What follows belongs to an exercise in optimizing a design on an open flow for small area, a short achievable clock period and few clock cycles; a production flow would make more cautious choices.
Where RTL was checked, it was by simulation tests only, not by an equivalence proof against the original.
Function not checked in runs 1 to 3: the RTL went through the layout flow alone.
Power and IR drop assume default switching activity.

==> flow/design.v <==
module lenet_engine (
    input  wire        clk,
    input  wire        rst,         
    input  wire        start,
    input  wire [3:0]  op,
    output wire        busy,
    output reg         done,
    output reg         act_re,
    output reg  [14:0] act_raddr,
    input  wire [15:0] act_rdata,
    output reg         act_we,
    output reg  [14:0] act_waddr,
    output reg  [15:0] act_wdata,
    output reg         wt_re,
    output reg  [18:0] wt_raddr,
    input  wire [15:0] wt_rdata
);
    localparam [14:0] IMG_BASE   = 15'd0;
    localparam [14:0] C1_BASE    = 15'd784;
    localparam [14:0] P1_BASE    = 15'd12304;
    localparam [14:0] C2_BASE    = 15'd15184;
    localparam [14:0] P2_BASE    = 15'd17744;
    localparam [14:0] H1_BASE    = 15'd18384;
    localparam [14:0] LOGIT_BASE = 15'd18784;
    localparam [18:0] WC1_BASE = 19'd0;
    localparam [18:0] BC1_BASE = 19'd500;
    localparam [18:0] WC2_BASE = 19'd520;
    localparam [18:0] BC2_BASE = 19'd20520;
    localparam [18:0] WF1_BASE = 19'd20560;
    localparam [18:0] BF1_BASE = 19'd276560;
    localparam [18:0] WF2_BASE = 19'd276960;
    localparam [18:0] BF2_BASE = 19'd280960;
    reg        busy_r;
    reg        run;           
    reg        init;          
    reg  [6:1] st;            
    reg        fwd;           
    assign busy = busy_r;
    wire s_conv = st[1] | st[3];
    wire s_pool = st[2] | st[4];
    wire s_fc   = st[5] | st[6];
    reg [2:0] kx, ky;         
    reg [9:0] z;              
    reg [4:0] ox, oy;         
    reg [8:0] k;              
    reg       k_end;          
    reg [18:0] wsave;         
    reg i_bias;               
    reg i_first;              
    wire [14:0] in_base = ({15{st[1]}} & IMG_BASE) | ({15{st[2]}} & C1_BASE) |
                          ({15{st[3]}} & P1_BASE)  | ({15{st[4]}} & C2_BASE) |
                          ({15{st[5]}} & P2_BASE)  | ({15{st[6]}} & H1_BASE);
    wire [18:0] w_base  = ({19{st[1]}} & WC1_BASE) | ({19{st[3]}} & WC2_BASE) |
                          ({19{st[5]}} & WF1_BASE) | ({19{st[6]}} & WF2_BASE);
    wire [18:0] b_base  = ({19{st[1]}} & BC1_BASE) | ({19{st[3]}} & BC2_BASE) |
                          ({19{st[5]}} & BF1_BASE) | ({19{st[6]}} & BF2_BASE);
    wire [2:0]  kx0 = s_pool ? 3'd3 : 3'd4;
    wire [9:0]  z0  = ({10{st[3]}} & 10'd19) | ({10{st[5]}} & 10'd639) | ({10{st[6]}} & 10'd399);
    wire [4:0]  o0  = ({5{st[1]}} & 5'd23) | ({5{st[2]}} & 5'd11) |
                      ({5{st[3]}} & 5'd7)  | ({5{st[4]}} & 5'd3);
    wire [8:0]  k_last = ({9{st[1] | st[2]}} & 9'd19) | ({9{st[3] | st[4]}} & 9'd39) |
                         ({9{st[5]}} & 9'd399) | ({9{st[6]}} & 9'd9);
    wire kx0_z   = (kx == 3'd0);
    wire ky0_z   = (ky == 3'd0);
    wire z0_z    = (z == 10'd0);
    wire mac_end = z0_z & (s_fc | (kx0_z & ky0_z));
    wire ox_end  = (ox == 5'd0);
    wire oy_end  = (oy == 5'd0);
    wire plane_end = ox_end & oy_end;
    wire out_end = k_end & (s_fc | plane_end);
    wire chan_next = s_fc | plane_end;               
    reg [14:0] a_step;
    always @(*) begin
        a_step = 15'd1;
        if (s_pool) begin
            if (kx == 3'd2) a_step = st[2] ? 15'd23 : 15'd7;          
        end else if (s_conv && kx0_z) begin
            if (!ky0_z)     a_step = st[1] ? 15'd24 : 15'd8;          
            else            a_step = 15'd92;                          
        end
    end
    reg [14:0] o_step;
    always @(*) begin
        if (!ox_end)
            o_step = st[1] ? -15'd115 : st[3] ? -15'd2787 : st[2] ? -15'd23 : -15'd7;
        else
            o_step = st[1] ? -15'd111 : st[3] ? -15'd2783 : 15'd1;
    end
    wire o_load = s_fc | (s_conv & plane_end);      
    wire stage_last = !fwd | st[6];
    wire start_ok = start && !busy_r;
    wire op_run   = (op == 4'd15) || (op >= 4'd1 && op <= 4'd6);
    wire out_step = run & (s_pool ? kx0_z : i_bias);
    always @(posedge clk) begin
        if (rst) begin
            busy_r <= 1'b0;
            run    <= 1'b0;
            init   <= 1'b0;
            act_re <= 1'b0;
            wt_re  <= 1'b0;
            i_bias <= 1'b0;
        end else begin
            if (start_ok) begin
                busy_r <= 1'b1;
                fwd    <= (op == 4'd15);
                st     <= (op == 4'd15) ? 6'b000001 : (6'b000001 << (op[2:0] - 3'd1));
                init   <= op_run;
            end
            if (w_end)
                busy_r <= 1'b0;
            if (init) begin
                init <= 1'b0;
                run  <= 1'b1;
                act_raddr <= in_base;
                wt_raddr  <= w_base;
                wsave     <= w_base;
                i_bias    <= 1'b0;
                act_re    <= 1'b1;
                wt_re     <= !s_pool;
            end else if (run) begin
                if (!s_pool && !i_bias && !mac_end) begin
                    act_raddr <= act_raddr + a_step;
                    wt_raddr  <= wt_raddr + 19'd1;
                end else if (!s_pool && !i_bias) begin
                    i_bias   <= 1'b1;
                    act_re   <= 1'b0;
                    wt_raddr <= b_base + {10'd0, k};
                    if (chan_next)
                        wsave <= wt_raddr + 19'd1;
                    act_raddr <= o_load ? in_base : act_raddr + o_step;
                end else if (s_pool && !kx0_z) begin
                    act_raddr <= act_raddr + a_step;
                end else begin
                    i_bias   <= 1'b0;
                    wt_raddr <= wsave;
                    if (s_pool)
                        act_raddr <= act_raddr + o_step;
                    act_re <= 1'b1;
                    if (out_end) begin
                        act_re <= 1'b0;
                        wt_re  <= 1'b0;
                        run    <= 1'b0;
                        if (!stage_last) begin
                            st   <= st << 1;
                            init <= 1'b1;
                        end
                    end
                end
            end
        end
    end
    always @(posedge clk) begin
        if (init) begin
            kx <= kx0; ky <= 3'd4; z <= z0; ox <= o0; oy <= o0; k <= 9'd0;
            k_end <= 1'b0;
            i_first <= 1'b1;
        end else if (run) begin
            if (out_step) begin
                kx <= kx0; ky <= 3'd4; z <= z0;
                i_first <= 1'b1;
                if (chan_next) begin
                    ox <= o0; oy <= o0; k <= k + 9'd1;
                    k_end <= (k + 9'd1 == k_last);
                end else if (ox_end) begin
                    ox <= o0; oy <= oy - 5'd1;
                end else
                    ox <= ox - 5'd1;
            end else if (!i_bias) begin
                i_first <= 1'b0;
                if (s_fc) begin
                    z <= z - 10'd1;
                end else if (!kx0_z || s_pool) begin
                    kx <= kx - 3'd1;
                end else begin
                    kx <= 3'd4;
                    if (!ky0_z)
                        ky <= ky - 3'd1;
                    else begin
                        ky <= 3'd4;
                        z  <= z - 10'd1;
                    end
                end
            end
        end
    end
    reg d_end, r_end, m_end, a_end, w_end;
    reg d_bias, d_pool, d_first, d_last, d_relu;
    reg r_first, r_last, r_relu, r_pool;
    reg m_first, m_last, m_relu;
    reg fin, fin_relu;
    reg signed [15:0] a_r;
    reg [7:0] bd_one, bd_two, bd_neg;        
    reg [31:0] s_r, c_r;
    reg [31:0] acc;
    wire cmd_end = (out_step && out_end && stage_last) || (start_ok && !op_run);
    wire fin_nx  = m_last || (r_last && r_pool);
    always @(posedge clk) begin
        if (rst) begin
            d_end <= 1'b0; r_end <= 1'b0; m_end <= 1'b0; a_end <= 1'b0; w_end <= 1'b0;
            done  <= 1'b0;
            d_last <= 1'b0; r_last <= 1'b0; m_last <= 1'b0;
            d_pool <= 1'b0; r_pool <= 1'b0;
            fin    <= 1'b0;
            act_we <= 1'b0;
        end else begin
            d_end <= cmd_end;
            r_end <= d_end;
            m_end <= r_end;
            a_end <= m_end;
            w_end <= a_end;
            done  <= w_end;
            d_last <= out_step;
            d_pool <= run && s_pool;
            r_last <= d_last;
            r_pool <= d_pool;
            m_last <= r_last && !r_pool;
            fin    <= fin_nx;
            act_we <= fin;
        end
    end
    wire [16:0] wx = {wt_rdata, 1'b0};
    reg  [7:0] bo, bt, bn;
    integer j;
    always @(*) begin
        for (j = 0; j < 8; j = j + 1) begin
            bo[j] = wx[2*j] ^ wx[2*j+1];
            bt[j] = (wx[2*j+2] ^ wx[2*j+1]) & ~(wx[2*j] ^ wx[2*j+1]);
            bn[j] = wx[2*j+2] & ~(wx[2*j+1] & wx[2*j]);
        end
    end
    reg [31:0] row [0:8];
    reg [16:0] sel;
    integer i2;
    always @(*) begin
        row[8] = 32'hAAAB0000;              
        for (i2 = 0; i2 < 8; i2 = i2 + 1) begin
            sel = bd_one[i2] ? {a_r[15], a_r} : (bd_two[i2] ? {a_r, 1'b0} : 17'd0);
            if (bd_neg[i2]) sel = ~sel;
            row[i2] = {15'd0, ~sel[16], sel[15:0]} << (2*i2);
            row[8]  = row[8] | ({31'd0, bd_neg[i2]} << (2*i2));
        end
    end
    function [63:0] csa;                    
        input [31:0] x, y, w;
        csa = {((x & y) | (x & w) | (y & w)) << 1, x ^ y ^ w};
    endfunction
    wire [63:0] l1a = csa(row[0], row[1], row[2]);
    wire [63:0] l1b = csa(row[3], row[4], row[5]);
    wire [63:0] l1c = csa(row[6], row[7], row[8]);
    wire [63:0] l2a = csa(l1a[31:0], l1a[63:32], l1b[31:0]);
    wire [63:0] l2b = csa(l1b[63:32], l1c[31:0], l1c[63:32]);
    wire [63:0] l3a = csa(l2a[31:0], l2a[63:32], l2b[31:0]);
    wire [63:0] l4a = csa(l3a[31:0], l3a[63:32], l2b[63:32]);
    wire [31:0] acc_in = m_first ? 32'd0 : acc;
    wire [63:0] l5a = csa(acc_in, s_r, c_r);
    wire [31:0] acc_sum = l5a[31:0] + l5a[63:32];
    always @(posedge clk) begin
        d_bias  <= i_bias;
        d_first <= i_first && !i_bias;
        d_relu  <= !s_pool && !st[6];
        a_r <= d_bias ? 16'sd256 : $signed(act_rdata);
        bd_one <= bo; bd_two <= bt; bd_neg <= bn;
        r_first <= d_first; r_relu <= d_relu;
        s_r <= l4a[31:0];
        c_r <= l4a[63:32];
        m_first <= r_first; m_relu <= r_relu;
        if (r_pool) begin
            if (r_first || (a_r > $signed(acc[23:8])))
                acc[23:8] <= a_r;
        end else
            acc <= acc_sum;
        fin_relu <= r_pool ? 1'b0 : m_relu;
        if (start_ok)
            act_waddr <= (op == 4'd15) ? (C1_BASE - 15'd1) :
                         ({15{op[2:0] == 3'd1}} & (C1_BASE - 15'd1)) |
                         ({15{op[2:0] == 3'd2}} & (P1_BASE - 15'd1)) |
                         ({15{op[2:0] == 3'd3}} & (C2_BASE - 15'd1)) |
                         ({15{op[2:0] == 3'd4}} & (P2_BASE - 15'd1)) |
                         ({15{op[2:0] == 3'd5}} & (H1_BASE - 15'd1)) |
                         ({15{op[2:0] == 3'd6}} & (LOGIT_BASE - 15'd1));
        else if (fin)
            act_waddr <= act_waddr + 15'd1;
        act_wdata <= (fin_relu && acc[31]) ? 16'd0 : acc[23:8];
    end
endmodule
==> flow/run.sh <==
#!/bin/bash
# synth_recipe.tcl (not shown) runs the flow's synth.tcl, then flattens the netlist and writes it again
# the make line also repeats each setting of config.mk as NAME=value (left out here)
make -C /OpenROAD-flow-scripts/flow DESIGN_CONFIG=/design/flow/config.mk WORK_HOME=/design/flow/orfs CLKGATE_MAP_FILE= SYNTH_SCRIPT=/design/flow/synth_recipe.tcl finish
==> flow/config.mk <==
export PLATFORM = sky130hd
export DESIGN_NAME = lenet_engine
export DESIGN_NICKNAME = lenet_engine
export VERILOG_FILES = /design/flow/design.v
export SDC_FILE = /design/flow/constraint.sdc
export NUM_CORES = 4
export LEC_CHECK = 0
export ABC_CLOCK_PERIOD_IN_PS = 3000
export CAP_MARGIN = 20
export CORE_MARGIN = 2
export CORE_UTILIZATION = 40
export SETUP_SLACK_MARGIN = 5
export SLEW_MARGIN = 20
==> flow/constraint.sdc <==
create_clock -name core_clock -period 10.0 [get_ports {clk}]
set_input_delay 2.0000 -clock core_clock [delete_from_list [all_inputs] [get_ports {clk}]]
set_output_delay 2.0000 -clock core_clock [all_outputs]
set_load 0.01 [all_outputs]
==> summary.txt, run 1 <==
Outcome
  • Outcome: timing/DRC/antenna clean

Logic synthesis
  • Most used DFF post-synth: dfxtp_1
  • Post-synth EDFFs: 130
  • Synthesized flop and latch total: about 290
  • Post-Syn Area: 21100 µm²
  • Top cell type's share of synthesized area: between 10% and 20%
  • Syn. warnings: 2
  • Avg Inst Size Synth: between 8 and 9 µm²
  • Synth area leader: edfxtp_1
  • Syn_nets: 2702
  • Asr flop ratio synth: 0%
  • Yosys cell types: between 70 and 80
  • Sequential share of the synthesized area: approximately a third
  • Cells taking the most area after synthesis: edfxtp_1, dfxtp_1, fa_1
  • Synthesized instance count: roughly 2400

Place
  • Post-Place Cells: around 3000
  • DP HPWL: 38.7 mm
  • I/O Buffers: between 100 and 150
  • GPL Wtd Cong: just over 0.9
  • Placement Cell Area: between 20000 and 25000 µm²

Detailed routing
  • Avg WL per Cell: 16.9 µm
  • Vias: about 16000
  • Drt initial violations: around 1000
  • Final wirelength: 53.3 mm
  • Post-route ant nets: 0
  • DRC: 0
  • Via-to-Cell Ratio: approximately 5.2
  • Drt first pass iters: 6

Clock tree
  • Reg clk slew, reported paths: ~0.06 ns
  • CTS Hold Bufs: 0
  • CTS sink cnt: around 290
  • CTS resizes: 0
  • Clock root cell: clkbuf_16
  • Clk Latency, worst-skew pair: 0.57 ns
  • Inserted Clock Buffers: 36
  • Clock Tree Buf Depth: 3
  • CTS tree: done
  • Post-CTS setup buffer count: 0
  • H-tree depth: 2

Global routing
  • Vias in the first global route: approximately 16000
  • Largest net degree at the start of global routing: 69
  • Total Routing Usage GR: a little under 20%
  • First-pass GRT wire length: 86.2 mm
  • Initial antenna violation count: 3
  • Grt total ovfl: 0

Die
  • Die width: 234 µm
  • Die area: 54700 µm²
  • Die Y-Extent: approximately 230 µm
  • IO Pins: 109
  • Starting Density: 40.3%
  • Cell Rows: 84
  • Core ar.: about 52000 µm²

Critical path
  • Cell Chain, Critical Path: inv_1, ha_1, nor4b_4, o21bai_1, ha_1, a2111oi_0, o21ai_0, a221oi_1, o221ai_1, a21oi_1, xnor2_1, o221ai_1
  • Worst setup EP type: register
  • Req. time, crit path: approximately 10 ns
  • Crit path max fanout: 9
  • Arrival @ worst endpoint: approximately 4 ns
  • Critical-path top delay cell: nor4b_4
  • CP Launch Type: register
  • Critical path class: register to register
  • CP peak stage delay: a little over 0.6 ns

Timing
  • Worst-Margin Slew: between 1 and 1.5 ns
  • FMAX: roughly 260 MHz
  • Hold Vio Cnt, Final: 0
  • RSZ-0062 raised after global routing: no
  • Pins Over Slew Limit: 0
  • Slew margin rel.: between 20% and 30%
  • Final setup TNS: 0 ns
  • Final Setup Violations: 0
  • Worst Skew: between 0.03 and 0.04 ns
  • Period utilization: 38.3%
  • Final min period: approximately 3.8 ns

Finish
  • Layout net count: about 2700
  • Layout area overhead: 13.3%
  • Final core utilization: 45.7%
  • Area of the multi-input gates: around 13000 µm²
  • Commonest non-fill, non-tap cell in the layout: nand2_1
  • Fill count: 4948
  • Layout cell share with drive strength beyond 1: around 4.8%
  • Sequential Area: between 7000 and 8000 µm²
  • Area of all placed cells without fillers: 24000 µm²
  • Most frequent cells in the layout: nand2_1, inv_1, o21ai_0, dfxtp_1, ha_1
  • Non-Filler Instances: between 3000 and 4000

Power
  • Pwr dens: between 200 and 300 nW/µm²
  • Pwr Total: 6.62 mW
  • Pleak: approximately 10 nW
  • VDD IR-drop max: ~0.00016 V

Hold path
  • Hold WC Path Type: register to register

Run
  • Maxcap violations: 0
==> routing by layer <==
layer,GRT usage (%),routed length [µm]
met5,0,46
met4,6.45,1230
met3,3.79,3040
met2,34.1,25200
met1,25.1,23800
==> state kept, by name, summed over array words and instances, names as in the netlist, 3 cells and up <==
| signal | cells |
|---|---|
| acc | 32 |
| s_r | 32 |
| c_r | 28 |
| wsave | 19 |
| wt_raddr | 19 |
| a_r | 16 |
| act_wdata | 16 |
| act_raddr | 15 |
| act_waddr | 15 |
| z | 10 |
| k | 9 |
| bd_neg | 8 |
| bd_one | 8 |
| bd_two | 8 |
| st | 6 |
| ox | 5 |
| oy | 5 |
| kx | 3 |
| ky | 3 |
==> cell type report <==
type	instances	share of cell area [%]
Tap cell	688	3.59
Inverter	241	3.78
Multi-Input combinational cell	1729	52.9
Timing Repair Buffer	133	5.30
Clock buffer	48	4.26
Sequential cell	287	29.4
Clock inverter	18	0.705
Antenna cell	1	0.0104
==> final timing paths <==
path	startpoint	slack, ns	end	depth (start not counted)
max	ox[0]$_DFFE_PP_	6.17	act_raddr[14]$_DFFE_PP_	12
min	d_relu$_DFF_P_	0.33	r_relu$_DFF_P_	0
max reg2reg	ox[0]$_DFFE_PP_	6.17	act_raddr[14]$_DFFE_PP_	12
min reg2reg	d_relu$_DFF_P_	0.33	r_relu$_DFF_P_	0
==> critical path: cells and delay by family, from the launching register on <==
kind	cells	cell delay [ns]
AOI/OAI and AO/OA	7	1.78
and+or+nand+nor	1	0.61
adders and majority gates	2	0.57
DFF	1	0.41
xor gates and xnor gates	1	0.14
buffers and inverters	1	0.10
==> report_power, final <==
part / leakage [nW] / total [mW] / internal [mW] / switching [mW]
clock network: 0.577 / 1.31 / 0.778 / 0.530
logic: 6.92 / 3.47 / 1.51 / 1.96
registers: 2.55 / 1.84 / 1.65 / 0.187
total: 10.0 / 6.62 / 3.94 / 2.67
==> cells in the mapped netlist, types with 3 or more instances <==
cell       instances
nor3b_1            7
or2_2             10
a31o_2             4
a22oi_1           13
ha_1             150
or3_1              9
o31ai_1            3
nand2_1          357
buf_1              9
o21a_1            12
buf_2              3
xnor2_1          148
xor2_1           114
fa_1             114
a211oi_1           9
a31oi_1           18
dfxtp_1          157
mux2i_1            5
o21ai_0          201
edfxtp_1         130
o221ai_1           5
nor2_1           123
a221oi_1           7
nor3_1            31
a2111oi_0          4
and3_1            15
inv_1            239
clkbuf_1         129
a21boi_0           3
o211ai_1           6
a21oi_1          131
o21bai_1           7
a21o_1            23
nand2b_1          37
nand4_1           14
nand3_1           32
and2_1            11
o22ai_1            4
nor2b_1           57
nor4_1             3
and4_1             3
==> through the flow <==
step | hold WS [ns] | setup slack, ns
6_report | 0.326 | 6.17
5_1_grt | 0.332 | 5.80
4_1_cts | 0.327 | 6.13
3_5_place_dp | 0.313 | 5.80
3_3_place_gp | 0.310 | 5.88
2_1_floorplan | 0.310 | 6.00
==> logic make-up after synthesis <==
logic type	Yosys count	share of synthesized area [%]
AND/OR/NAND/NOR	716	15.4
AO/OA/AOI/OAI	479	13.5
buffers and inverters	383	6.83
flip-flops	287	33.3
adder cells (fa/ha/maj)	265	19.7
XOR/XNOR	262	10.9
multiplexers	7	0.343
==> inputs of run 2 (changes only) <==
==> flow/flow/run.sh (new file) <==
#!/bin/bash
set -euo pipefail
bash standard.sh SETUP_SLACK_MARGIN=6.9 finish > flow_make.log 2>&1
==> flow/standard.sh (new file) <==
#!/bin/bash
# synth_recipe.tcl (not shown) runs the flow's synth.tcl, then flattens the netlist and writes it again
# the make line also repeats each setting of config.mk as NAME=value (left out here)
make -C /OpenROAD-flow-scripts/flow DESIGN_CONFIG=/design/flow/config.mk WORK_HOME=/design/flow/orfs CLKGATE_MAP_FILE= SYNTH_SCRIPT=/design/flow/synth_recipe.tcl "${@:-finish}"
--- a/flow/config.mk
+++ b/flow/config.mk
@@ -9,5 +9,4 @@
 export CAP_MARGIN = 20
 export CORE_MARGIN = 2
 export CORE_UTILIZATION = 40
-export SETUP_SLACK_MARGIN = 5
 export SLEW_MARGIN = 20
removed: flow/run.sh
==> summary.txt, run 2 <==
Critical path
  • CP startpoint: m_first$_DFF_P_ (was ox[0]$_DFFE_PP_)
  • Critical-path top delay cell: fa_1 (was nor4b_4)
  • Critical path class: register to register (unchanged)
  • Reg2Reg Depth: 13 (was 12)
  • Req. time, crit path: 10.29 ns (about the same)
  • CP Launch Type: register (unchanged)
  • Cell Chain, Critical Path: nand2b_4, fa_1, inv_2, ha_4, a211oi_2, o21a_1, a221o_1, a31o_4, o31ai_4, buf_4, a211o_1, a21oi_2, xnor2_1 (was inv_1, ha_1, nor4b_4, o21bai_1, ha_1, a2111oi_0, o21ai_0, a221oi_1, o221ai_1, a21oi_1, xnor2_1, o221ai_1)
  • Crit path max fanout: 6 (was 9)
  • Worst r2r dst: acc[24]$_DFFE_PN_ (was act_raddr[14]$_DFFE_PP_)
  • RR Startpoint: m_first$_DFF_P_ (was ox[0]$_DFFE_PP_)
  • Worst setup EP type: register (unchanged)
  • Arrival @ worst endpoint: 3.62 ns (was 4.12 ns)
  • Register-to-register setup slack: 6.67 ns (was 6.17 ns)
  • CP peak stage delay: 0.52 ns (was 0.61 ns)

Place
  • GPL Wtd Cong: 0.894 (was 0.912)
  • Post-Place Cells: 3067 (was 3078)
  • Pre-CTS setup slack: 5.92 ns (was 5.80 ns)
  • DP HPWL: 38.3 mm (was 38.7 mm)
  • I/O Buffers: 108 (unchanged)

Clock tree
  • CTS Hold Bufs: 0 (unchanged)
  • Reg clk slew, reported paths: 0.06 ns (about the same)
  • Clock root cell: clkbuf_16 (unchanged)
  • Inserted Clock Buffers: 37 (was 36)
  • Clk Latency, worst-skew pair: 0.55 ns (was 0.57 ns)
  • CTS tree: done (unchanged)
  • CTS sink cnt: 287 (unchanged)
  • Clock Tree Buf Depth: 3 (unchanged)
  • H-tree depth: 2 (unchanged)

Power
  • Flop pwr share: 24.5% (was 27.8%)
  • Switching Fraction: 40.9% (was 40.4%)
  • Pwr Total: 7.44 mW (was 6.62 mW)
  • Pleak: 11.6 nW (was 10.0 nW)
  • Clock network power share: 17.0% (was 19.8%)
  • Sw Pwr: 3.05 mW (was 2.67 mW)
  • Combinational Power Share: 58.5% (was 52.4%)
  • Pwr dens: 274 nW/µm² (was 276 nW/µm²)
  • VDD IR-drop max: 0.000182 V (was 0.000155 V)
  • Internal: 4.39 mW (was 3.94 mW)

Detailed routing
  • Vias: 17743 (was 16216)
  • Via-to-Cell Ratio: 5.23 (was 5.16)
  • Drt initial violations: 1115 (was 1045)
  • Post-route ant nets: 0 (unchanged)
  • Drt first pass iters: 8 (was 6)
  • Avg WL per Cell: 17.8 µm (was 16.9 µm)
  • DRC: 0 (unchanged)
  • Final wirelength: 60.2 mm (was 53.3 mm)

Logic synthesis
  • Syn. warnings: 2 (unchanged)
  • Asr flop ratio synth: 0% (unchanged)
  • Synthesized instance count: 2399 (unchanged)
  • Post-synth EDFFs: 130 (unchanged)
  • Syn_nets: 2702 (unchanged)
  • Count leader, synth: nand2_1 (unchanged)
  • Post-Syn Area: 21100 µm² (unchanged)
  • Yosys cell types: 77 (unchanged)
  • Cells taking the most area after synthesis: edfxtp_1, dfxtp_1, fa_1 (unchanged)
  • Most used DFF post-synth: dfxtp_1 (unchanged)
  • Synthesized flop and latch total: 287 (unchanged)
  • Top cell type's share of synthesized area: 18.5% (unchanged)
  • Sequential share of the synthesized area: 33.3% (unchanged)
  • Avg Inst Size Synth: 8.82 µm² (unchanged)
  • Synth area leader: edfxtp_1 (unchanged)
  • Synth cell count leaders: nand2_1, inv_1, o21ai_0 (unchanged)

Global routing
  • Vias in the first global route: 17369 (was 16352)
  • Initial antenna violation count: 3 (unchanged)
  • Grt total ovfl: 0 (unchanged)
  • Total Routing Usage GR: 20.7% (was 19.9%)
  • Largest net degree at the start of global routing: 69 (unchanged)
  • First-pass GRT wire length: 90.5 mm (was 86.2 mm)

Outcome
  • Outcome: timing/DRC/antenna clean (unchanged)

Hold path
  • Hold Startpoint: d_relu$_DFF_P_ (unchanged)
  • Worst Hold Depth: 0 (unchanged)
  • Hold WC Path Type: register to register (unchanged)
  • Worst-case hold path end point: r_relu$_DFF_P_ (unchanged)

Finish
  • Layout cell share with drive strength beyond 1: 24.0% (was 4.80%)
  • Layout area overhead: 28.3% (was 13.3%)
  • Layout net count: 2979 (was 2731)
  • N_diodes: 0 (was 1)
  • Most frequent cells in the layout: nand2_1, inv_1, buf_4, xnor2_1, edfxtp_1 (was nand2_1, inv_1, o21ai_0, dfxtp_1, ha_1)
  • Non-Filler Instances: 3392 (was 3145)
  • Largest registers: acc: 32 flops, s_r: 32 flops, c_r: 28 flops (unchanged)
  • Commonest non-fill, non-tap cell in the layout: nand2_1 (unchanged)

Timing
  • Worst Skew: 0.0162 ns (was 0.0394 ns)
  • Final setup TNS: 0 ns (unchanged)
  • Period utilization: 33.3% (was 38.3%)
  • Setup ws final: 6.67 ns (was 6.17 ns)
  • Hold Vio Cnt, Final: 0 (unchanged)
  • FMAX: 300 MHz (was 261 MHz)
  • Worst-Margin Slew: 0.978 ns (was 1.15 ns)
  • Pins Over Slew Limit: 0 (unchanged)
  • Final Setup Violations: 0 (unchanged)
  • Slew margin rel.: 34.6% (was 23.2%)
  • Final min period: 3.33 ns (was 3.83 ns)
  • RSZ-0062 raised after global routing: yes (was no)
  • Hold_ws: 0.330 ns (was 0.326 ns)

Die
  • Starting Density: 40.3% (unchanged)
  • Die area: 54700 µm² (unchanged)
  • Core ar.: 52400 µm² (unchanged)
  • Cell Rows: 84 (unchanged)
  • Die Y-Extent: 234 µm (unchanged)
  • IO Pins: 109 (unchanged)
  • Die width: 234 µm (unchanged)

Run
  • Maxcap violations: 0 (unchanged)
## run 2: area by class of cell
cell class              instances  area [µm²]
inverters                     241         913
flip-flops and latches        287        7190
multi-input cells            1729       13800
repair buffers                380        3250
fillers                      4714       25300
well taps                     688         861
clock buffers                  51        1060
clock inverters                16        97.6
## run 2: kinds of logic (layout without fill, tap and decap cells)
group,count (synthesis),after routing,synth area share [%]
xor+xnor,262,262,10.9
compound gates,479,479,13.5
flops,287,287,33.3
mux,7,7,0.343
fa+ha+maj,265,265,19.7
simple gates,716,716,15.4
buf+inv,383,688,6.83
## run 2: per-stage QoR
stage	area, µm²	util [%]
2_1_floorplan	21600	-
3_3_place_gp	22800	43.5
3_5_place_dp	22800	43.5
4_1_cts	25400	48.5
5_1_grt	27100	51.7
6_report	27100	51.7
## run 2: power groups by stage
| stage | registers, mW | clock network (mW) | logic (mW) |
|---|---|---|---|
| 4_1_cts | 1.84 | 1.29 | 3.85 |
| 6_report | 1.82 | 1.27 | 4.35 |
| 3_3_place_gp | 1.88 | 0 | 3.39 |
| 2_1_floorplan | 1.78 | 0 | 2.78 |
| 5_1_grt | 1.85 | 1.35 | 4.90 |
| 3_5_place_dp | 1.89 | 0 | 3.49 |
## run 2: how the worst max path moves through the flow
stage	endpoint	slack [ns]	cells past startpoint
final	acc[24]$_DFFE_PN_	6.67	13
after global routing	acc[24]$_DFFE_PN_	6.55	14
after CTS	acc[31]$_DFFE_PN_	6.59	15
after detailed placement	act_waddr[2]$_DFFE_PP_	5.92	4
after global placement	act_waddr[3]$_DFFE_PP_	5.92	4
after floorplan	acc[31]$_DFFE_PN_	6.81	12
## run 2: layer usage
layer	global-route usage, %	up-vias	part of all wire [%]
li1	-	8510	-
met5	0	-	0.070
met1	26.1	8469	42
met2	36.0	607	48
met4	7.20	6	3.6
met3	3.19	151	5.8
## run 2: worst max-delay path: cells and delay by family (launching register included)
kind / cells / cell delay (ns)
AO/OA/AOI/OAI: 7 / 1.42
XOR/XNOR: 1 / 0.13
adder cells (fa/ha/maj): 2 / 0.78
buffers and inverters: 2 / 0.23
flip-flops: 1 / 0.37
AND/OR/NAND/NOR: 1 / 0.14
## run 2: timing repair
item | in CTS | in global routing
buffers inserted | 148 | 106
endpoints found under the setup margin | 232 | 147
gates cloned | 1 | 1
pin swaps | 39 | 112
gates resized for setup | 440 | 262
==> inputs of run 3 (changes only) <==
==> flow/flow/run.sh (replaced) <==
#!/bin/bash
set -euo pipefail
bash standard.sh SETUP_SLACK_MARGIN=6.5 finish > flow_make.log 2>&1
--- a/flow/config.mk
+++ b/flow/config.mk
@@ -9,4 +9,6 @@
 export CAP_MARGIN = 20
 export CORE_MARGIN = 2
 export CORE_UTILIZATION = 40
+export CTS_CLUSTER_DIAMETER = 100
+export CTS_CLUSTER_SIZE = 24
 export SLEW_MARGIN = 20
==> summary.txt, run 3 <==
Outcome
  • Outcome: timing/DRC/antenna clean (unchanged)

Critical path
  • Reg2Reg Depth: 12 (was 13)
  • RR Startpoint: m_first$_DFF_P_ (unchanged)
  • CP startpoint: m_first$_DFF_P_ (unchanged)
  • Worst r2r dst: acc[30]$_DFFE_PN_ (was acc[24]$_DFFE_PN_)
  • Crit path max fanout: 5 (was 6)
  • Worst setup EP type: register (unchanged)
  • Req. time, crit path: 10.28 ns (was 10.29 ns)
  • Critical path class: register to register (unchanged)
  • CP Launch Type: register (unchanged)
  • Arrival @ worst endpoint: 3.84 ns (was 3.62 ns)
  • Register-to-register setup slack: 6.44 ns (was 6.67 ns)

Timing
  • Hold_ws: 0.335 ns (was 0.330 ns)
  • Final min period: 3.56 ns (was 3.33 ns)
  • RSZ-0062 raised after global routing: yes (unchanged)
  • Pins Over Slew Limit: 0 (unchanged)
  • Final setup TNS: 0 ns (unchanged)
  • Slew margin rel.: 37.0% (was 34.6%)
  • Worst Skew: 0.0243 ns (was 0.0162 ns)
  • Final Setup Violations: 0 (unchanged)
  • Worst-Margin Slew: 0.937 ns (was 0.978 ns)
  • Period utilization: 35.6% (was 33.3%)
  • FMAX: 281 MHz (was 300 MHz)
  • Hold Vio Cnt, Final: 0 (unchanged)

Logic synthesis
  • Syn_nets: 2702 (unchanged)
  • Count leader, synth: nand2_1 (unchanged)
  • Post-synthesis mux area share: 0.343% (unchanged)
  • Synthesized flop and latch total: 287 (unchanged)
  • Most used DFF post-synth: dfxtp_1 (unchanged)
  • Post-synthesis simple-gate area fraction: 15.4% (unchanged)
  • Synthesized instance count: 2399 (unchanged)
  • Avg Inst Size Synth: 8.82 µm² (unchanged)
  • Synth cell count leaders: nand2_1, inv_1, o21ai_0 (unchanged)
  • Cells taking the most area after synthesis: edfxtp_1, dfxtp_1, fa_1 (unchanged)
  • Yosys cell types: 77 (unchanged)
  • Asr flop ratio synth: 0% (unchanged)
  • Xor-xnor portion of the synthesized cell area: 10.9% (unchanged)
  • Post-synth EDFFs: 130 (unchanged)
  • Largest family of logic cells by synthesized area: adder cells (unchanged)
  • Sequential share of the synthesized area: 33.3% (unchanged)
  • Post-Syn Area: 21100 µm² (unchanged)
  • Syn. warnings: 2 (unchanged)
  • Synth area leader: edfxtp_1 (unchanged)
  • Adder-cell share of the synthesized area: 19.7% (unchanged)
  • Compound-cell area share of the yosys netlist: 13.5% (unchanged)
  • Top cell type's share of synthesized area: 18.5% (unchanged)

Clock tree
  • H-tree depth: 1 (was 2)
  • Reg clk slew, reported paths: 0.10 ns (was 0.06 ns)
  • CTS sink cnt: 287 (unchanged)
  • Clock Tree Buf Depth: 3 (unchanged)
  • Clock root cell: clkbuf_16 (unchanged)
  • CTS tree: done (unchanged)
  • Clk Latency, worst-skew pair: 0.54 ns (was 0.55 ns)
  • Inserted Clock Buffers: 17 (was 37)

Finish
  • Non-Filler Instances: 3166 (was 3392)
  • Final core utilization: 45.9% (was 51.7%)
  • Layout net count: 2770 (was 2979)
  • Layout area overhead: 13.9% (was 28.3%)
  • Fill count: 5003 (was 4714)
  • N_diodes: 0 (unchanged)
  • Layout cell share with drive strength beyond 1: 8.64% (was 24.0%)
  • Area of all placed cells without fillers: 24100 µm² (was 27100 µm²)
  • Commonest non-fill, non-tap cell in the layout: nand2_1 (unchanged)
  • Largest registers: acc: 32 flops, s_r: 32 flops, c_r: 28 flops (unchanged)
  • Most frequent cells in the layout: nand2_1, inv_1, o21ai_0, xnor2_1, ha_1 (was nand2_1, inv_1, buf_4, xnor2_1, edfxtp_1)

Power
  • Pleak: 10.2 nW (was 11.6 nW)
  • Internal: 3.66 mW (was 4.39 mW)
  • Pwr dens: 263 nW/µm² (was 274 nW/µm²)
  • Flop pwr share: 29.1% (was 24.5%)
  • Combinational Power Share: 58.5% (about the same)
  • VDD IR-drop max: 0.000161 V (was 0.000182 V)
  • Sw Pwr: 2.67 mW (was 3.05 mW)
  • Switching Fraction: 42.2% (was 40.9%)
  • Clock network power share: 12.4% (was 17.0%)

Place
  • Placement Cell Area: 22800 µm² (about the same)
  • I/O Buffers: 108 (unchanged)
  • Post-Place Cells: 3077 (was 3067)
  • DP HPWL: 38.1 mm (was 38.3 mm)
  • GPL Wtd Cong: 0.936 (was 0.894)

Global routing
  • Largest net degree at the start of global routing: 69 (unchanged)
  • Grt total ovfl: 0 (unchanged)
  • Initial antenna violation count: 4 (was 3)
  • First-pass GRT wire length: 86.8 mm (was 90.5 mm)
  • Vias in the first global route: 16748 (was 17369)
  • Total Routing Usage GR: 19.7% (was 20.7%)

Die
  • Cell Rows: 84 (unchanged)
  • Starting Density: 40.3% (unchanged)
  • Die area: 54700 µm² (unchanged)
  • IO Pins: 109 (unchanged)
  • Core ar.: 52400 µm² (unchanged)
  • Die Y-Extent: 234 µm (unchanged)
  • Die width: 234 µm (unchanged)

Detailed routing
  • Vias: 16510 (was 17743)
  • DRC: 0 (unchanged)
  • Final wirelength: 53.3 mm (was 60.2 mm)
  • Via-to-Cell Ratio: 5.21 (was 5.23)
  • Post-route ant nets: 0 (unchanged)
  • Drt initial violations: 972 (was 1115)
  • Drt first pass iters: 5 (was 8)
  • Avg WL per Cell: 16.8 µm (was 17.8 µm)

Hold path
  • Worst Hold Depth: 0 (unchanged)
  • Hold Startpoint: d_first$_DFF_P_ (was d_relu$_DFF_P_)
  • Worst-case hold path end point: r_first$_DFF_P_ (was r_relu$_DFF_P_)
  • Hold WC Path Type: register to register (unchanged)

Run
  • Maxcap violations: 0 (unchanged)
run 3: critical path, stage by stage (launching register included):
cell	delay (ns)
dfxtp_4	0.37
nand2b_4	0.14
fa_1	0.56
inv_2	0.07
ha_4	0.27
a211oi_2	0.06
o21a_1	0.20
a221o_1	0.40
a31o_4	0.30
o31ai_4	0.39
a21oi_2	0.15
o31ai_2	0.31
xor2_1	0.10
run 3: layer usage:
layer | wire (µm) | vias up | GRT usage (%)
met4 | 1410 | 8 | 5.62
met2 | 25600 | 462 | 34.5
met5 | 55 | - | 0
met3 | 2590 | 93 | 2.53
li1 | - | 8064 | -
met1 | 23600 | 7883 | 25.3
run 3: how the worst max path moves through the flow:
stage	end
3_5_place_dp	act_waddr[0]$_DFFE_PP_
4_1_cts	act_raddr[11]$_DFFE_PP_
6_report	acc[30]$_DFFE_PN_
2_1_floorplan	s_r[15]$_DFF_P_
5_1_grt	acc[30]$_DFFE_PN_
3_3_place_gp	act_waddr[3]$_DFFE_PP_
run 3: layout make-up:
cell class,count,area [µm²],area share (%)
Clock inverter,5,61.3,0.255
Timing Repair Buffer,191,1730,7.17
Inverter,241,905,3.76
Multi-Input combinational cell,1729,12900,53.7
Tap cell,688,861,3.57
Sequential cell,287,7090,29.4
Clock buffer,25,497,2.06
run 3: stage by stage:
step / power (mW) / setup slack, ns
CTS: 6.18 / 6.43
floorplan: 4.46 / 6.50
global placement: 5.22 / 5.93
detailed placement: 5.31 / 5.81
global route: 6.96 / 6.39
finish: 6.33 / 6.44
run 3: power by group through the flow:
stage	registers [mW]	logic, mW	clock network, mW
final	1.84	3.70	0.783
after global routing	1.88	4.24	0.844
after CTS	1.84	3.53	0.809
after detailed placement	1.87	3.44	0
after global placement	1.87	3.35	0
after floorplan	1.78	2.68	0
run 3: kinds of logic (layout without fill, tap and decap cells):
logic type	after synthesis	in the layout
muxes	7	7
adders and majority gates	265	265
and+or+nand+nor	716	716
AOI/OAI and AO/OA	479	479
DFF	287	287
buffers and inverters	383	462
xor gates and xnor gates	262	262
run 3: what timing repair did:
action | 4_1_cts | 5_1_grt
resized for setup | 75 | 73
hold buffers | 0 | 0
pin swaps | 2 | 23
endpoints found under the setup margin | 98 | 75
setup buffers | 48 | 11
==> inputs of run 4 (changes only) <==
--- a/flow/design.v
+++ b/flow/design.v
@@ -264,11 +264,13 @@
         s_r <= l4a[31:0];
         c_r <= l4a[63:32];
         m_first <= r_first; m_relu <= r_relu;
+        acc[31:24] <= acc_sum[31:24];
+        acc[7:0]   <= acc_sum[7:0];
         if (r_pool) begin
             if (r_first || (a_r > $signed(acc[23:8])))
                 acc[23:8] <= a_r;
         end else
-            acc <= acc_sum;
+            acc[23:8] <= acc_sum[23:8];
         fin_relu <= r_pool ? 1'b0 : m_relu;
         if (start_ok)
             act_waddr <= (op == 4'd15) ? (C1_BASE - 15'd1) :
==> summary.txt, run 4 <==
Logic synthesis
  • Cells taking the most area after synthesis: dfxtp_1, edfxtp_1, fa_1 (was edfxtp_1, dfxtp_1, fa_1)
  • Asr flop ratio synth: 0% (unchanged)
  • Synthesized instance count: 2415 (was 2399)
  • Count leader, synth: nand2_1 (unchanged)
  • Sequential share of the synthesized area: 32.7% (was 33.3%)
  • Syn. warnings: 2 (unchanged)
  • Yosys cell types: 82 (was 77)
  • Post-Syn Area: 21100 µm² (about the same)
  • Most used DFF post-synth: dfxtp_1 (unchanged)
  • Avg Inst Size Synth: 8.73 µm² (was 8.82 µm²)
  • Post-synth EDFFs: 114 (was 130)
  • Top cell type's share of synthesized area: 16.4% (was 18.5%)
  • Synthesized flop and latch total: 287 (unchanged)
  • Syn_nets: 2718 (was 2702)
  • Synth area leader: dfxtp_1 (was edfxtp_1)
  • Synth cell count leaders: nand2_1, inv_1, o21ai_0 (unchanged)

Detailed routing
  • M1 wire length: 23.3 mm (was 23.6 mm)
  • Top routing layer used: met5 (unchanged)
  • Routed length on met2: 25.1 mm (was 25.6 mm)
  • Drt initial violations: 1021 (was 972)
  • Vias: 16472 (was 16510)
  • DRC: 0 (unchanged)
  • Met3 wire len: 2.49 mm (was 2.59 mm)
  • Post-route ant nets: 0 (unchanged)
  • Avg WL per Cell: 16.4 µm (was 16.8 µm)
  • Via-to-Cell Ratio: 5.18 (was 5.21)
  • Final wirelength: 52.3 mm (was 53.3 mm)
  • Drt first pass iters: 5 (unchanged)

Critical path
  • Critical path class: register to primary output (was register to register)
  • Reg2Reg Depth: 6 (was 12)
  • Crit path max fanout: 2 (was 5)
  • Arrival @ worst endpoint: 1.47 ns (was 3.84 ns)
  • Cell Chain, Critical Path: clkdlybuf4s50_1 (was nand2b_4, fa_1, inv_2, ha_4, a211oi_2, o21a_1, a221o_1, a31o_4, o31ai_4, a21oi_2, o31ai_2, xor2_1)
  • Req. time, crit path: 8.00 ns (was 10.28 ns)
  • RR Startpoint: st[4]$_DFFE_PN_ (was m_first$_DFF_P_)
  • CP bufs+invs: 1 (unchanged)
  • Worst setup EP type: primary output (was register)
  • Critical-path top delay cell: clkdlybuf4s50_1 (was fa_1)
  • Worst r2r dst: wsave[5]$_DFFE_PP_ (was acc[30]$_DFFE_PN_)
  • CP Launch Type: register (unchanged)
  • CP peak stage delay: 0.55 ns (was 0.56 ns)
  • CP delay by family, top: buffers and inverters (was compound AO/OA/AOI/OAI gates)
  • Register-to-register setup slack: 6.66 ns (was 6.44 ns)
  • CP startpoint: act_raddr[8]$_DFFE_PP_ (was m_first$_DFF_P_)

Timing
  • Worst-Margin Slew: 1.11 ns (was 0.937 ns)
  • Slew margin rel.: 25.9% (was 37.0%)
  • Final Setup Violations: 0 (unchanged)
  • Pins Over Slew Limit: 0 (unchanged)
  • Period utilization: 34.7% (was 35.6%)
  • RSZ-0062 raised after global routing: yes (unchanged)
  • Final min period: 3.47 ns (was 3.56 ns)
  • FMAX: 288 MHz (was 281 MHz)
  • Hold_ws: 0.335 ns (about the same)
  • Final setup TNS: 0 ns (unchanged)
  • Worst Skew: 0.0356 ns (was 0.0243 ns)
  • Setup ws final: 6.53 ns (was 6.44 ns)
  • Hold Vio Cnt, Final: 0 (unchanged)

Finish
  • Layout area overhead: 12.6% (was 13.9%)
  • Final core utilization: 45.3% (was 45.9%)
  • Non-Filler Instances: 3179 (was 3166)
  • Layout cell share with drive strength beyond 1: 7.39% (was 8.64%)
  • Layout net count: 2785 (was 2770)
  • N_diodes: 0 (unchanged)
  • Fill count: 5020 (was 5003)
  • Area of all placed cells without fillers: 23700 µm² (was 24100 µm²)
  • Most frequent cells in the layout: nand2_1, inv_1, o21ai_0, xnor2_1, ha_1 (unchanged)
  • Largest registers: acc: 32 flops, s_r: 32 flops, c_r: 28 flops (unchanged)
  • Commonest non-fill, non-tap cell in the layout: nand2_1 (unchanged)

Power
  • Internal: 3.56 mW (was 3.66 mW)
  • Switching Fraction: 42.6% (was 42.2%)
  • Sw Pwr: 2.64 mW (was 2.67 mW)
  • Pwr dens: 261 nW/µm² (was 263 nW/µm²)
  • Combinational Power Share: 59.0% (was 58.5%)
  • Clock network power share: 12.4% (about the same)
  • Pwr Total: 6.20 mW (was 6.33 mW)
  • Pleak: 10.2 nW (about the same)
  • Flop pwr share: 28.6% (was 29.1%)
  • VDD IR-drop max: 0.000140 V (was 0.000161 V)

Global routing
  • First-pass GRT wire length: 85.0 mm (was 86.8 mm)
  • Vias in the first global route: 16311 (was 16748)
  • Total Routing Usage GR: 19.2% (was 19.7%)
  • Initial antenna violation count: 4 (unchanged)
  • Largest net degree at the start of global routing: 68 (was 69)
  • Grt total ovfl: 0 (unchanged)

Die
  • IO Pins: 109 (unchanged)
  • Cell Rows: 84 (unchanged)
  • Core ar.: 52300 µm² (was 52400 µm²)
  • Die width: 234 µm (about the same)
  • Die Y-Extent: 234 µm (about the same)
  • Starting Density: 40.3% (about the same)
  • Die area: 54600 µm² (was 54700 µm²)

Hold path
  • Hold WC Path Type: register to register (unchanged)
  • Worst Hold Depth: 0 (unchanged)
  • Worst-case hold path end point: m_relu$_DFF_P_ (was r_first$_DFF_P_)
  • Hold Startpoint: r_relu$_DFF_P_ (was d_first$_DFF_P_)

Clock tree
  • H-tree depth: 1 (unchanged)
  • CTS sink cnt: 287 (unchanged)
  • Clock Tree Buf Depth: 3 (unchanged)
  • CTS Hold Bufs: 0 (unchanged)
  • Reg clk slew, reported paths: 0.10 ns (about the same)
  • CTS tree: done (unchanged)
  • Clock root cell: clkbuf_16 (unchanged)
  • Inserted Clock Buffers: 17 (unchanged)
  • Clk Latency, worst-skew pair: 0.53 ns (was 0.54 ns)

Place
  • I/O Buffers: 108 (unchanged)
  • GPL Wtd Cong: 0.909 (was 0.936)
  • Placement Cell Area: 22700 µm² (was 22800 µm²)
  • DP HPWL: 38.4 mm (was 38.1 mm)
  • Pre-CTS setup slack: 6.02 ns (was 5.81 ns)
  • Post-Place Cells: 3096 (was 3077)

Outcome
  • Outcome: timing/DRC/antenna clean (unchanged)

Run
  • Maxcap violations: 0 (unchanged)
[run 4: changes by cell type in the layout (fill, tap and decap cells not counted), sizes merged, moves of 8 or more]
cell	delta
dfxtp	+16
edfxtp	-16
nor2	+16
dlygate4sd2	-11
xor2	-11
o21ai	+10
clkdlybuf4s50	+8
[run 4: worst register-to-register path: stages, from the launching register on]
cell	delay (ns)
edfxtp_1	0.60
or3_2	0.80
nor4_4	0.54
and2_2	0.45
a21oi_1	0.13
nor3_2	0.16
buf_4	0.32
[run 4: worst max path at each step]
stage	to	cells past startpoint	slack [ns]
6_report	act_raddr[8]	1	6.53
5_1_grt	act_waddr[2]$_DFFE_PP_	3	6.42
4_1_cts	act_waddr[12]	1	6.50
3_5_place_dp	act_waddr[3]$_DFFE_PP_	3	6.02
3_3_place_gp	st[1]$_DFFE_PN_	5	6.04
2_1_floorplan	s_r[15]$_DFF_P_	9	6.50
[run 4: logic make-up (layout without fill, tap and decap cells)]
kind of cell    count (synthesis)  after routing  share of synthesized area [%]
compound gates                498            498                           14.0
xor+xnor                      253            253                           10.5
fa+ha+maj                     264            264                           19.7
buf+inv                       378            454                           6.81
flops                         287            287                           32.7
mux                             9              9                          0.451
simple gates                  726            726                           15.8
[run 4: repair_timing]
action	CTS	global route
buffers inserted	41	14
endpoints found under the setup margin	104	98
resized for setup	52	42
endpoints found under the hold margin	0	0
pin swaps	1	3
[run 4: layer usage]
metal  vias to the layer above  global-route usage (%)
met5                         -                       0
met4                         8                    5.72
met3                        94                    2.34
met2                       389                    32.9
met1                      7878                    25.3
li1                       8103                       -
[run 4: area by class of cell]
cell class,instances,area (µm²),area share (%)
clock inverters,5,73.8,0.311
well taps,688,861,3.63
multi-input cells,1750,12800,54.0
repair buffers,185,1680,7.07
clock buffers,23,458,1.93
flip-flops and latches,287,6930,29.2
inverters,241,905,3.81
[run 4: power groups by stage]
stage | clock network (mW) | registers [mW] | logic, mW
floorplan | 0 | 1.72 | 2.80
global placement | 0 | 1.80 | 3.49
detailed placement | 0 | 1.81 | 3.59
CTS | 0.793 | 1.78 | 3.65
global route | 0.832 | 1.81 | 4.21
finish | 0.768 | 1.77 | 3.66
Testbench counts of run 4, summed over its fixed seeds: cycles 7,426,332.
==> inputs of run 5 (changes only) <==
==> flow/flow/run.sh (replaced) <==
#!/bin/bash
set -euo pipefail
bash standard.sh SETUP_SLACK_MARGIN=7.0 finish > flow_make.log 2>&1
==> summary.txt, run 5 <==
Critical path
  • Req. time, crit path: 8.00 ns (about the same)
  • Worst setup EP type: primary output (unchanged)
  • CP bufs+invs: 1 (unchanged)
  • CP delay by family, top: flip-flops (was buffers and inverters)
  • CP peak stage delay: 0.47 ns (was 0.55 ns)
  • Crit path max fanout: 5 (was 2)
  • CP Launch Type: register (unchanged)
  • Cell Chain, Critical Path: buf_2 (was clkdlybuf4s50_1)
  • Critical path class: register to primary output (unchanged)
  • Critical-path top delay cell: edfxtp_1 (was clkdlybuf4s50_1)
  • Arrival @ worst endpoint: 1.19 ns (was 1.47 ns)

Timing
  • Period utilization: 31.9% (was 34.7%)
  • Worst Skew: 0.0311 ns (was 0.0356 ns)
  • Hold Vio Cnt, Final: 0 (unchanged)
  • Setup ws final: 6.81 ns (was 6.53 ns)
  • Slew margin rel.: 46.9% (was 25.9%)
  • Final Setup Violations: 0 (unchanged)
  • Hold_ws: 0.333 ns (was 0.335 ns)
  • Pins Over Slew Limit: 0 (unchanged)
  • RSZ-0062 raised after global routing: yes (unchanged)
  • Final min period: 3.19 ns (was 3.47 ns)
  • Final setup TNS: 0 ns (unchanged)
  • Worst-Margin Slew: 0.797 ns (was 1.11 ns)
  • FMAX: 313 MHz (was 288 MHz)

Logic synthesis
  • Synthesized instance count: 2415 (unchanged)
  • Post-synthesis simple-gate area fraction: 15.8% (unchanged)
  • Sequential share of the synthesized area: 32.7% (unchanged)
  • Compound-cell area share of the yosys netlist: 14.0% (unchanged)
  • Most used DFF post-synth: dfxtp_1 (unchanged)
  • Post-synthesis mux area share: 0.451% (unchanged)
  • Synth area leader: dfxtp_1 (unchanged)
  • Cells taking the most area after synthesis: dfxtp_1, edfxtp_1, fa_1 (unchanged)
  • Count leader, synth: nand2_1 (unchanged)
  • Syn_nets: 2718 (unchanged)
  • Syn. warnings: 2 (unchanged)
  • Xor-xnor portion of the synthesized cell area: 10.5% (unchanged)
  • Post-synth EDFFs: 114 (unchanged)
  • Post-Syn Area: 21100 µm² (unchanged)
  • Yosys cell types: 82 (unchanged)
  • Avg Inst Size Synth: 8.73 µm² (unchanged)
  • Synthesized flop and latch total: 287 (unchanged)
  • Largest family of logic cells by synthesized area: adder cells (unchanged)
  • Asr flop ratio synth: 0% (unchanged)
  • Synth cell count leaders: nand2_1, inv_1, o21ai_0 (unchanged)
  • Adder-cell share of the synthesized area: 19.7% (unchanged)
  • Top cell type's share of synthesized area: 16.4% (unchanged)

Clock tree
  • H-tree depth: 1 (unchanged)
  • CTS tree: done (unchanged)
  • Clk Latency, worst-skew pair: 0.55 ns (was 0.53 ns)
  • CTS Hold Bufs: 0 (unchanged)
  • Reg clk slew, reported paths: 0.09 ns (was 0.10 ns)
  • Clock Tree Buf Depth: 3 (unchanged)
  • Inserted Clock Buffers: 18 (was 17)
  • CTS sink cnt: 287 (unchanged)
  • Clock root cell: clkbuf_16 (unchanged)

Place
  • I/O Buffers: 108 (unchanged)
  • Pre-CTS setup slack: 5.90 ns (was 6.02 ns)
  • GPL Wtd Cong: 0.856 (was 0.909)
  • DP HPWL: 39.2 mm (was 38.4 mm)

Global routing
  • Met1 Usage GRT: 28.0% (was 25.3%)
  • Total Routing Usage GR: 22.1% (was 19.2%)
  • Gr busiest metal: met2 (unchanged)
  • Initial antenna violation count: 5 (was 4)
  • Met3 usage: 3.43% (was 2.34%)
  • First-pass GRT wire length: 95.3 mm (was 85.0 mm)
  • Met2 Track Usage GR: 37.6% (was 32.9%)
  • Largest net degree at the start of global routing: 69 (was 68)
  • Vias in the first global route: 17750 (was 16311)
  • Grt total ovfl: 0 (unchanged)

Power
  • Pleak: 11.6 nW (was 10.2 nW)
  • Pwr Total: 7.53 mW (was 6.20 mW)
  • VDD IR-drop max: 0.000190 V (was 0.000140 V)
  • Pwr dens: 276 nW/µm² (was 261 nW/µm²)

Detailed routing
  • Via-to-Cell Ratio: 5.32 (was 5.18)
  • Avg WL per Cell: 18.5 µm (was 16.4 µm)
  • Drt initial violations: 1250 (was 1021)
  • Final wirelength: 62.8 mm (was 52.3 mm)
  • DRC: 0 (unchanged)
  • Post-route ant nets: 0 (unchanged)
  • Drt first pass iters: 5 (unchanged)
  • Vias: 18061 (was 16472)

Finish
  • Layout cell share with drive strength beyond 1: 26.7% (was 7.39%)
  • Layout area overhead: 29.4% (was 12.6%)
  • Commonest non-fill, non-tap cell in the layout: nand2_1 (unchanged)
  • Most frequent cells in the layout: nand2_1, inv_1, buf_4, xnor2_1, nor2_1 (was nand2_1, inv_1, o21ai_0, xnor2_1, ha_1)
  • Largest registers: acc: 32 flops, s_r: 32 flops, c_r: 28 flops (unchanged)
  • Layout net count: 2994 (was 2785)

Die
  • Cell Rows: 84 (unchanged)
  • Die area: 54600 µm² (unchanged)
  • Die Y-Extent: 234 µm (unchanged)
  • IO Pins: 109 (unchanged)
  • Starting Density: 40.3% (unchanged)
  • Core ar.: 52300 µm² (unchanged)
  • Die width: 234 µm (unchanged)

Outcome
  • Outcome: timing/DRC/antenna clean (unchanged)

Run
  • Maxcap violations: 0 (unchanged)

Hold path
  • Hold WC Path Type: register to register (unchanged)
## run 5: cell counts after synthesis
No cell type changed its count.
## run 5: timing repair
action / 4_1_cts / 5_1_grt
gates cloned: 2 / 3
setup buffers: 194 / 71
resized for setup: 592 / 250
setup endpoints to repair: 223 / 165
pin swaps: 103 / 154
## run 5: power by group
group	switching [mW]	total, mW	internal, mW
clock	0.439	0.838	0.399
combinational	2.59	4.93	2.34
sequential	0.170	1.77	1.60
total	3.20	7.53	4.34
## run 5: worst paths after layout
check	from	end	slack, ns	cells after the start
setup / recovery	wt_raddr[6]$_DFFE_PP_	wt_raddr[6]	6.81	1
setup reg to reg	a_r[8]$_SDFF_PP1_	s_r[19]$_DFF_P_	6.85	10
hold reg to reg	d_relu$_DFF_P_	r_relu$_DFF_P_	0.33	0
hold / removal	d_relu$_DFF_P_	r_relu$_DFF_P_	0.33	0
## run 5: metrics by stage
| step | util, % | cell area (µm²) | std cells |
|---|---|---|---|
| after floorplan | - | 21600 | 2415 |
| after global placement | 43.3 | 22700 | 3089 |
| after global routing | 52.1 | 27300 | 3392 |
| after detailed placement | 43.4 | 22700 | 3089 |
| after CTS | 49.2 | 25800 | 3317 |
| final | 52.1 | 27300 | 3392 |
## run 5: area by class of cell
cell class / count / area [µm²]
flip-flops and latches: 287 / 7040
diodes: 1 / 2.50
repair buffers: 392 / 3650
well taps: 688 / 861
inverters: 241 / 915
clock buffers: 27 / 547
clock inverters: 5 / 76.3
multi-input cells: 1751 / 14200
fillers: 4710 / 25100
## run 5: routing by layer
layer	routed length (µm)	share of wire, %	vias to the layer above
met3	4090	6.5	157
met5	57	0.091	-
li1	-	-	8539
met4	2460	3.9	8
met1	25900	41	8725
met2	30300	48	632
## run 5: cell families (layout without fill, tap and decap cells)
logic type,Yosys count,in the layout
AOI/OAI and AO/OA,498,498
xor gates and xnor gates,253,253
muxes,9,9
and+or+nand+nor,726,727
DFF,287,287
buffers and inverters,378,665
adders and majority gates,264,264
other,0,1
==> inputs of run 6 (changes only) <==
==> flow/flow/run.sh (replaced) <==
#!/bin/bash
set -euo pipefail
bash standard.sh SETUP_SLACK_MARGIN=6.8 finish > flow_make.log 2>&1
==> summary.txt, run 6 <==
Outcome
  • Outcome: timing/DRC/antenna clean (unchanged)

Detailed routing
  • Avg WL per Cell: 17.1 µm (was 18.5 µm)
  • Post-route ant nets: 0 (unchanged)
  • Final wirelength: 55.2 mm (was 62.8 mm)
  • Vias: 16849 (was 18061)
  • Drt first pass iters: 5 (unchanged)
  • DRC: 0 (unchanged)
  • Drt initial violations: 1154 (was 1250)
  • Via-to-Cell Ratio: 5.21 (was 5.32)

Place
  • I/O Buffers: 108 (unchanged)
  • Placement Cell Area: 22600 µm² (was 22700 µm²)
  • DP HPWL: 38.6 mm (was 39.2 mm)
  • GPL Wtd Cong: 0.897 (was 0.856)
  • Pre-CTS setup slack: 5.94 ns (was 5.90 ns)

Finish
  • N_diodes: 0 (was 1)
  • Layout cell share with drive strength beyond 1: 13.6% (was 26.7%)
  • Largest registers: acc: 32 flops, s_r: 32 flops, c_r: 28 flops (unchanged)
  • Most frequent cells in the layout: nand2_1, inv_1, o21ai_0, xnor2_1, ha_1 (was nand2_1, inv_1, buf_4, xnor2_1, nor2_1)
  • Area of all placed cells without fillers: 24300 µm² (was 27300 µm²)
  • Layout net count: 2838 (was 2994)
  • Commonest non-fill, non-tap cell in the layout: nand2_1 (unchanged)
  • Layout area overhead: 15.2% (was 29.4%)

Clock tree
  • Clk Latency, worst-skew pair: 0.54 ns (was 0.55 ns)
  • Clock Tree Buf Depth: 3 (unchanged)
  • Inserted Clock Buffers: 17 (was 18)
  • CTS tree: done (unchanged)
  • CTS Hold Bufs: 0 (unchanged)
  • H-tree depth: 1 (unchanged)
  • Clock root cell: clkbuf_16 (unchanged)
  • Reg clk slew, reported paths: 0.09 ns (about the same)
  • CTS sink cnt: 287 (unchanged)

Hold path
  • Worst Hold Depth: 0 (unchanged)
  • Hold Startpoint: d_first$_DFF_P_ (was d_relu$_DFF_P_)
  • Worst-case hold path end point: r_first$_DFF_P_ (was r_relu$_DFF_P_)
  • Hold WC Path Type: register to register (unchanged)

Die
  • Core ar.: 52300 µm² (unchanged)
  • Starting Density: 40.3% (unchanged)
  • Cell Rows: 84 (unchanged)
  • Die area: 54600 µm² (unchanged)
  • Die Y-Extent: 234 µm (unchanged)
  • Die width: 234 µm (unchanged)
  • IO Pins: 109 (unchanged)

Power
  • VDD IR-drop max: 0.000147 V (was 0.000190 V)
  • Pleak: 10.3 nW (was 11.6 nW)
  • Internal: 3.66 mW (was 4.34 mW)
  • Flop pwr share: 27.5% (was 23.5%)
  • Pwr dens: 264 nW/µm² (was 276 nW/µm²)
  • Combinational Power Share: 60.6% (was 65.4%)
  • Clock network power share: 11.8% (was 11.1%)
  • Sw Pwr: 2.76 mW (was 3.20 mW)
  • Switching Fraction: 42.9% (was 42.4%)

Logic synthesis
  • Avg Inst Size Synth: 8.73 µm² (unchanged)
  • Synthesized instance count: 2415 (unchanged)
  • Yosys cell types: 82 (unchanged)
  • Synth area leader: dfxtp_1 (unchanged)
  • Top cell type's share of synthesized area: 16.4% (unchanged)
  • Count leader, synth: nand2_1 (unchanged)
  • Post-Syn Area: 21100 µm² (unchanged)
  • Cells taking the most area after synthesis: dfxtp_1, edfxtp_1, fa_1 (unchanged)
  • Asr flop ratio synth: 0% (unchanged)
  • Synthesized flop and latch total: 287 (unchanged)
  • Sequential share of the synthesized area: 32.7% (unchanged)
  • Post-synth EDFFs: 114 (unchanged)
  • Syn. warnings: 2 (unchanged)
  • Most used DFF post-synth: dfxtp_1 (unchanged)
  • Syn_nets: 2718 (unchanged)
  • Synth cell count leaders: nand2_1, inv_1, o21ai_0 (unchanged)

Critical path
  • Req. time, crit path: 8.00 ns (about the same)
  • Arrival @ worst endpoint: 1.20 ns (was 1.19 ns)
  • Worst r2r dst: s_r[13]$_DFF_P_ (was s_r[19]$_DFF_P_)
  • Worst setup EP type: primary output (unchanged)
  • Crit path max fanout: 2 (was 5)
  • Cell Chain, Critical Path: buf_2 (unchanged)
  • Reg2Reg Depth: 9 (was 10)
  • CP delay by family, top: flip-flops (unchanged)
  • RR Startpoint: a_r[8]$_SDFF_PP1_ (unchanged)
  • Register-to-register setup slack: 6.83 ns (was 6.85 ns)
  • Critical path class: register to primary output (unchanged)
  • Critical-path top delay cell: edfxtp_1 (unchanged)
  • CP Launch Type: register (unchanged)
  • CP bufs+invs: 1 (unchanged)
  • CP peak stage delay: 0.49 ns (was 0.47 ns)

Global routing
  • Grt total ovfl: 0 (unchanged)
  • First-pass GRT wire length: 86.5 mm (was 95.3 mm)
  • Vias in the first global route: 16573 (was 17750)
  • Largest net degree at the start of global routing: 68 (was 69)
  • Total Routing Usage GR: 19.7% (was 22.1%)
  • Initial antenna violation count: 4 (was 5)

Timing
  • FMAX: 312 MHz (was 313 MHz)
  • Final Setup Violations: 0 (unchanged)
  • Slew margin rel.: 50.8% (was 46.9%)
  • Period utilization: 32.0% (was 31.9%)
  • Hold Vio Cnt, Final: 0 (unchanged)
  • Final min period: 3.20 ns (was 3.19 ns)
  • Final setup TNS: 0 ns (unchanged)
  • Setup ws final: 6.80 ns (was 6.81 ns)
  • Worst-Margin Slew: 0.738 ns (was 0.797 ns)
  • Worst Skew: 0.0284 ns (was 0.0311 ns)
  • Pins Over Slew Limit: 0 (unchanged)
  • RSZ-0062 raised after global routing: yes (unchanged)

Run
  • Maxcap violations: 0 (unchanged)
==> run 6: cell counts after synthesis <==
No cell type changed its count.
==> run 6: worst max path at each step <==
stage                               start                       to  depth (start not counted)
5_1_grt                 bd_one[5]$_DFF_P_          s_r[17]$_DFF_P_                          7
3_5_place_dp                        start   act_waddr[3]$_DFFE_PP_                          3
3_3_place_gp                        start   act_waddr[3]$_DFFE_PP_                          3
2_1_floorplan                       op[0]          st[3]$_DFFE_PN_                          6
4_1_cts                   ox[0]$_DFFE_PP_  act_raddr[12]$_DFFE_PP_                         13
6_report       act_raddr[0]$_SDFFCE_PP0P_             act_raddr[0]                          1
==> run 6: kinds of logic (layout without fill, tap and decap cells) <==
group | Yosys count | after routing | share of synthesized area, %
muxes | 9 | 9 | 0.451
DFF | 287 | 287 | 32.7
AOI/OAI and AO/OA | 498 | 498 | 14.0
and+or+nand+nor | 726 | 726 | 15.8
adders and majority gates | 264 | 264 | 19.7
buffers and inverters | 378 | 507 | 6.81
xor gates and xnor gates | 253 | 253 | 10.5
==> run 6: final cells by class <==
class                           count  area [µm²]
Fill cell                        5022       28000
Multi-Input combinational cell   1750       13100
Sequential cell                   287        7010
Timing Repair Buffer              238        1860
Inverter                          241         912
Tap cell                          688         861
Clock buffer                       23         458
Clock inverter                      5        58.8
==> run 6: timing repair <==
action	in CTS	in global routing
cloned	0	0
gates resized for setup	315	87
pin swaps	7	31
setup endpoints to repair	204	97
setup buffers	85	34
==> run 6: power by group through the flow <==
| stage | sequential (mW) | clock [mW] | combinational [mW] |
|---|---|---|---|
| floorplan | 1.72 | 0 | 2.81 |
| global placement | 1.82 | 0 | 3.49 |
| detailed placement | 1.82 | 0 | 3.59 |
| CTS | 1.78 | 0.785 | 3.73 |
| global route | 1.80 | 0.821 | 4.44 |
| finish | 1.77 | 0.759 | 3.89 |
==> run 6: through the flow <==
stage                     instances  hold slack [ns]  utilization, %  power [mW]
after detailed placement       3085            0.319            43.2        5.41
after global routing           3232            0.351            46.4        7.06
after global placement         3085            0.313            43.2        5.30
after CTS                      3198            0.341            45.5        6.30
final                          3232            0.339            46.4        6.42
after floorplan                2415            0.310               -        4.53
==> run 6: metal layers <==
layer  global-route usage (%)  share of wire (%)
met5                        0              0.094
met2                     33.5                 47
met3                     2.64                5.4
met4                     6.17                3.3
met1                     26.0                 44

==> separate check: timing with driven ports <==
In the flow no input, the clock included, has a driving cell. The finished layouts below were timed again as built, in two steps. Step 1, drivers: a clkbuf_16 drives clk and a buf_2 each remaining input, both assumed. Step 2 times the ports against the registers' clock, not the clock port: input delays grow and output delays shrink by t, the midpoint of the rising clock arrivals with the driver on. Three values: no drivers, after step 1, after step 2; two values: the first two.
run | t, ns | setup WS [ns] | clock arrival spread, ns | slew at the worst register clock pin (ns) | worst data-port slew with drivers (ns)
run 1 | 0.606 | 6.170 / 6.159 / 5.788 | 0.041 / 0.042 | 0.07 / 0.07 | 0.09
run 2 | 0.601 | 6.667 / 6.667 / 6.455 | 0.019 / 0.019 | 0.06 / 0.06 | 0.11
run 3 | 0.595 | 6.441 / 6.441 / 6.098 | 0.028 / 0.027 | 0.10 / 0.10 | 0.09
run 4 | 0.570 | 6.534 / 6.477 / 6.012 | 0.041 / 0.041 | 0.10 / 0.10 | 0.09
run 5 | 0.595 | 6.809 / 6.748 / 6.425 | 0.031 / 0.032 | 0.11 / 0.11 | 0.08
run 6 | 0.580 | 6.797 / 6.739 / 6.382 | 0.028 / 0.028 | 0.10 / 0.10 | 0.10
After both steps setup and hold are still met in every run listed. For run 4, which loses most, drivers alone change the setup slack by -0.057 ns; drivers and shift together by -0.522 ns.
